From an optimization exercise on the open Yosys and OpenROAD flow, aimed at small area, a short achievable clock period and few clock cycles; shortcuts taken in it are not production practice.
In this exercise RTL edits were held to simulation tests only and were not proved equivalent to the original.
Power is estimated from default activity; no workload was simulated.

## axfc_rx
module axfc_rx (
    input  wire       clk,
    input  wire       rst,
    input  wire       op_valid,
    output wire       op_ready,
    input  wire [3:0] op_code,
    input  wire [8:0] op_arg,
    output reg        rsp_valid,
    output reg  [3:0] rsp_status,
    output reg  [8:0] rsp_len,
    output reg  [7:0] rsp_addr,
    output reg  [7:0] rsp_plen,
    output reg  [7:0] rsp_cmd,
    output reg  [7:0] rsp_ck,
    output reg  [7:0] rsp_expected,
    output reg        rsp_ck_ok,
    output reg  [7:0] rsp_data,
    input  wire       t_open,
    input  wire       rx_valid,
    input  wire [7:0] rx_data,
    output wire       rx_ready
);
Size: about 6,300 cells after synthesis, ~2,500 flip-flops, about 91 I/O pins, roughly 96,000 um^2 of cells after synthesis.
Settings: LEC_CHECK=0, CAP_MARGIN=60, CORE_MARGIN=2, CORE_UTILIZATION=45, CTS_BUF_LIST=sky130_fd_sc_hd__clkbuf_16, CTS_CLUSTER_DIAMETER=60, CTS_CLUSTER_SIZE=30, SLEW_MARGIN=60, SYNTH_MEMORY_MAX_BITS=8192; clock period 12.0 ns.
standard.sh (not shown) runs the stock make flow with config.mk's settings and CLKGATE_MAP_FILE= SYNTH_SCRIPT=/design/flow/synth_recipe.tcl, a recipe that flattens the netlist after the stock synthesis.
==> flow/flow/run.sh <==
#!/bin/bash
# The standard layout (the standard.sh: ORFS synthesis through finish,
# unchanged), with one difference: the buffers that ORFS puts on every input
# and output port are sky130_fd_sc_hd__buf_4 instead of the delay cell
# buffer_ports picks by default. Each ORFS step keeps its own log under
# orfs/logs/; the make output as a whole goes to standard.log.
set -euo pipefail
export BUFFER_PORTS_ARGS="-buffer_cell sky130_fd_sc_hd__buf_4"
bash standard.sh > standard.log 2>&1
Testbench counts at the start, summed over its fixed seeds: cycles 193,586.
Edit:
--- a/flow/design.v
+++ b/flow/design.v
@@ -39,22 +39,20 @@
                      ST_BADDROP    = 4'd10,
                      ST_BADOP      = 4'd11;
     reg [8*CAP-1:0] mem;
     reg [8:0] head;
     reg [8:0] count;
     reg [8:0] wp;         
     reg       strict;
     reg       idle;       
     reg       fill_st;    
     reg       pk1_st;     
-    reg [8:0] psum;       
-    reg       rs2;        
     reg       pk2_st;     
     reg       pk3_st;     
     reg       dw_st;      
     reg       ex_drop;    
     reg       ex_flush;   
     reg [8:0] arg_q;
     reg       prom_q;     
     reg [8:0] rem;        
     reg       rxr;
     reg [31:0]    ra_aq;
@@ -139,83 +137,81 @@
                             e_sync  ? ST_INCOMPLETE : ST_DESYNC;
     wire [8:0] dec_len = v_full ? v_len : count;
     wire       ex      = ex_drop || ex_flush;
     wire       e_go    = rb_v && !e_fin && !ex;
     wire [7:0] pb      = rb_src ? rxq : (rq[7:0] | rq[15:8] | rq[23:16] | rq[31:24]);
     wire       b55     = (pb == SYNC);
     wire       fin_frm = e_go && e_hdr && e_atck;
     wire       fin_des = e_go && e_st && !e_sync && b55;
     wire       fin     = fin_frm || fin_des;
     wire [7:0] sum_nx  = e_sum + pb;
-    wire       can_issue = !pk2_st && !ex && !rs2 && (!rb_v || e_go);
+    wire       can_issue = !pk2_st && !ex && (!rb_v || e_go);
     wire       iss_mem   = can_issue && (diff != 9'd0);
     wire       iss_fwd   = can_issue && (diff == 9'd0) && pull;
     wire       iss       = iss_mem || iss_fwd;
     reg  [9:0] hneg;
     wire [9:0] sm1      = {1'b0, head} + {1'b0, arg_q};
     wire [9:0] sm2      = hneg + {1'b0, arg_q};
     wire       wrap     = !sm2[9];
     wire [8:0] sum_head = wrap ? sm2[8:0] : sm1[8:0];
-    wire [9:0] pk1      = {1'b0, head} + {1'b0, op_arg};
-    wire [9:0] pk2      = hneg + {1'b0, op_arg};
-    wire [8:0] peek_sum = pk2[9] ? pk1[8:0] : pk2[8:0];
+    wire [31:0]    sum_a  = wrap ? ohqa(sm2[8:0]) : ohqa(sm1[8:0]);
+    wire [NBC-1:0] sum_bc = wrap ? oh33(sm2[8:3]) : oh33(sm1[8:3]);
     wire       promote   = ex_drop && prom_q;
     wire       restart   = (ex_drop && arg_q != 9'd0 && !promote) || ex_flush;
     wire [8:0] rs_addr   = ex_flush ? wp : sum_head;
     wire [8:0] ia_inc = inc260(ia);
     wire [8:0] ia_nx = restart ? rs_addr : iss ? ia_inc : ia;
-    wire [8:0] ra_nx   = pk1_st ? psum : iss_mem ? ia_inc : ia;
+    wire       use_sum = pk1_st || (ex_drop && restart);
+    wire [8:0] ra_oth  = ex_flush ? wp : iss_mem ? ia_inc : ia;
     genvar gi;
     generate
         for (gi = 0; gi < CAP; gi = gi + 1) begin : g_mem
             always @(posedge clk) begin
                 if (rxr && wp == gi)
                     mem[8*gi +: 8] <= rx_data;
             end
         end
     endgenerate
     always @(posedge clk) begin
         if (rst) begin
             idle      <= 1'b1;
             fill_st   <= 1'b0;
             pk1_st    <= 1'b0;
-            rs2       <= 1'b0;
             pk2_st    <= 1'b0;
             pk3_st    <= 1'b0;
             dw_st     <= 1'b0;
             ex_drop   <= 1'b0;
             ex_flush  <= 1'b0;
             rxr       <= 1'b0;
             rsp_valid <= 1'b0;
             head      <= 9'd0;
-            hneg      <= 10'd0 - {1'b0, CAP};
             count     <= 9'd0;
             wp        <= 9'd0;
             strict    <= 1'b1;
             ra_aq     <= 32'd1;
             ra_bc     <= {{(NBC-1){1'b0}}, 1'b1};
             ia        <= 9'd0;
             diff      <= 9'd0;
             rb_v      <= 1'b0;
             e_st      <= 1'b0;
             e_hdr     <= 1'b0;
             e_fin     <= 1'b0;
             v_full    <= 1'b0;
         end else begin
             rsp_valid <= 1'b0;
             ex_drop   <= 1'b0;
             ex_flush  <= 1'b0;
             ia    <= ia_nx;
-            ra_aq <= ohqa(ra_nx);
-            ra_bc <= oh33(ra_nx[8:3]);
-            rs2   <= restart;
+            ra_aq <= use_sum ? sum_a  : ohqa(ra_oth);
+            ra_bc <= use_sum ? sum_bc : oh33(ra_oth[8:3]);
             pkq   <= rdq;
+            hneg  <= {1'b0, head} - {1'b0, CAP};
             if (restart) begin
                 diff <= ex_flush ? 9'd0 : count - arg_q;
                 rb_v <= 1'b0;
             end else begin
                 if (pull != iss)
                     diff <= pull ? inc9(diff) : dec9(diff);
                 if (iss_mem) begin
                     rq     <= rdq;
                     rb_src <= 1'b0;
                     rb_v   <= 1'b1;
@@ -294,26 +290,24 @@
                         end else begin
                             e_left <= dec9(e_left);
                             e_atck <= (e_left == 9'd1);
                         end
                         if (e_pos[2]) e_cmd  <= pb;
                     end
                 end
             end
             if (ex_drop) begin
                 head  <= sum_head;
-                hneg  <= wrap ? sm2 - {1'b0, CAP} : sm2;
                 count <= count - arg_q;
             end
             if (ex_flush) begin
                 head  <= wp;
-                hneg  <= {1'b0, wp} - {1'b0, CAP};
                 count <= 9'd0;
             end
             if (pull) begin
                 count <= inc9(count);
                 wp    <= inc260(wp);
             end
             if (ex) idle <= 1'b1;
             if (accept) begin
                 case (op_code)
                 OP_STAT: begin
@@ -363,21 +357,21 @@
                     ex_flush   <= 1'b1;
                     idle       <= 1'b0;
                 end
                 OP_CFGWR: begin
                     rsp_valid  <= 1'b1;
                     rsp_status <= ST_OK;
                     strict     <= op_arg[0];
                 end
                 OP_PEEK: begin
                     rsp_status <= (op_arg >= count) ? ST_BADDROP : ST_OK;
-                    psum       <= peek_sum;
+                    arg_q      <= op_arg;
                     pk1_st     <= 1'b1;
                     idle       <= 1'b0;
                 end
                 default: begin
                     rsp_valid  <= 1'b1;
                     rsp_status <= ST_BADOP;
                 end
                 endcase
             end
             if (fill_st) begin
What happened: Cell area hardly moves. Non-clock buffer count came out higher by 6. Final cell count is about the same. Synthesized area stays flat. Count of clock-buffer cells in the layout came out lower by 3. Clock power came out lower by about 2%. Worst hold slack barely changes. Critical path depth came out lower by 9. Sequential power came out higher by about 0.5%. Flip-flop and latch count came out lower by 10. Routed wire length came out higher by 1.4%. Synthesized cell count came out higher by 0.67%. Worst setup slack gets better by 0.034 ns. Die area hardly moves.
Testbench counts after the change, summed over its fixed seeds: cycles 193,586.

[separate check: timing with driven ports]
In the flow no input, the clock included, has a driving cell. The finished layouts below were timed again as built, in two steps.
Step 1 assumes that a clkbuf_16 drives the clock port and a buf_2 every other input.
Step 2 moves the port delays by t, midway between the first and last clock arrival at a register: inputs arrive t later, outputs are due t later. That takes back most of the time a late clock gives input paths.
Three values: ideal, step 1, step 2; two values: the first two.
run | t, ns | setup slack, ns | worst setup path after step 2 | latest minus earliest clock arrival (ns) | pins driven straight from the clock port
the first run | 0.940 | 7.805 / 7.752 / 6.930 | input to register | 0.044 / 0.044 | 1
the second run | 0.925 | 7.839 / 7.751 / 7.296 | input to register | 0.066 / 0.066 | 1
After both steps every run listed still meets setup and hold. For the first run, which loses most, drivers alone change the setup slack by -0.053 ns; drivers and shift together by -0.875 ns.
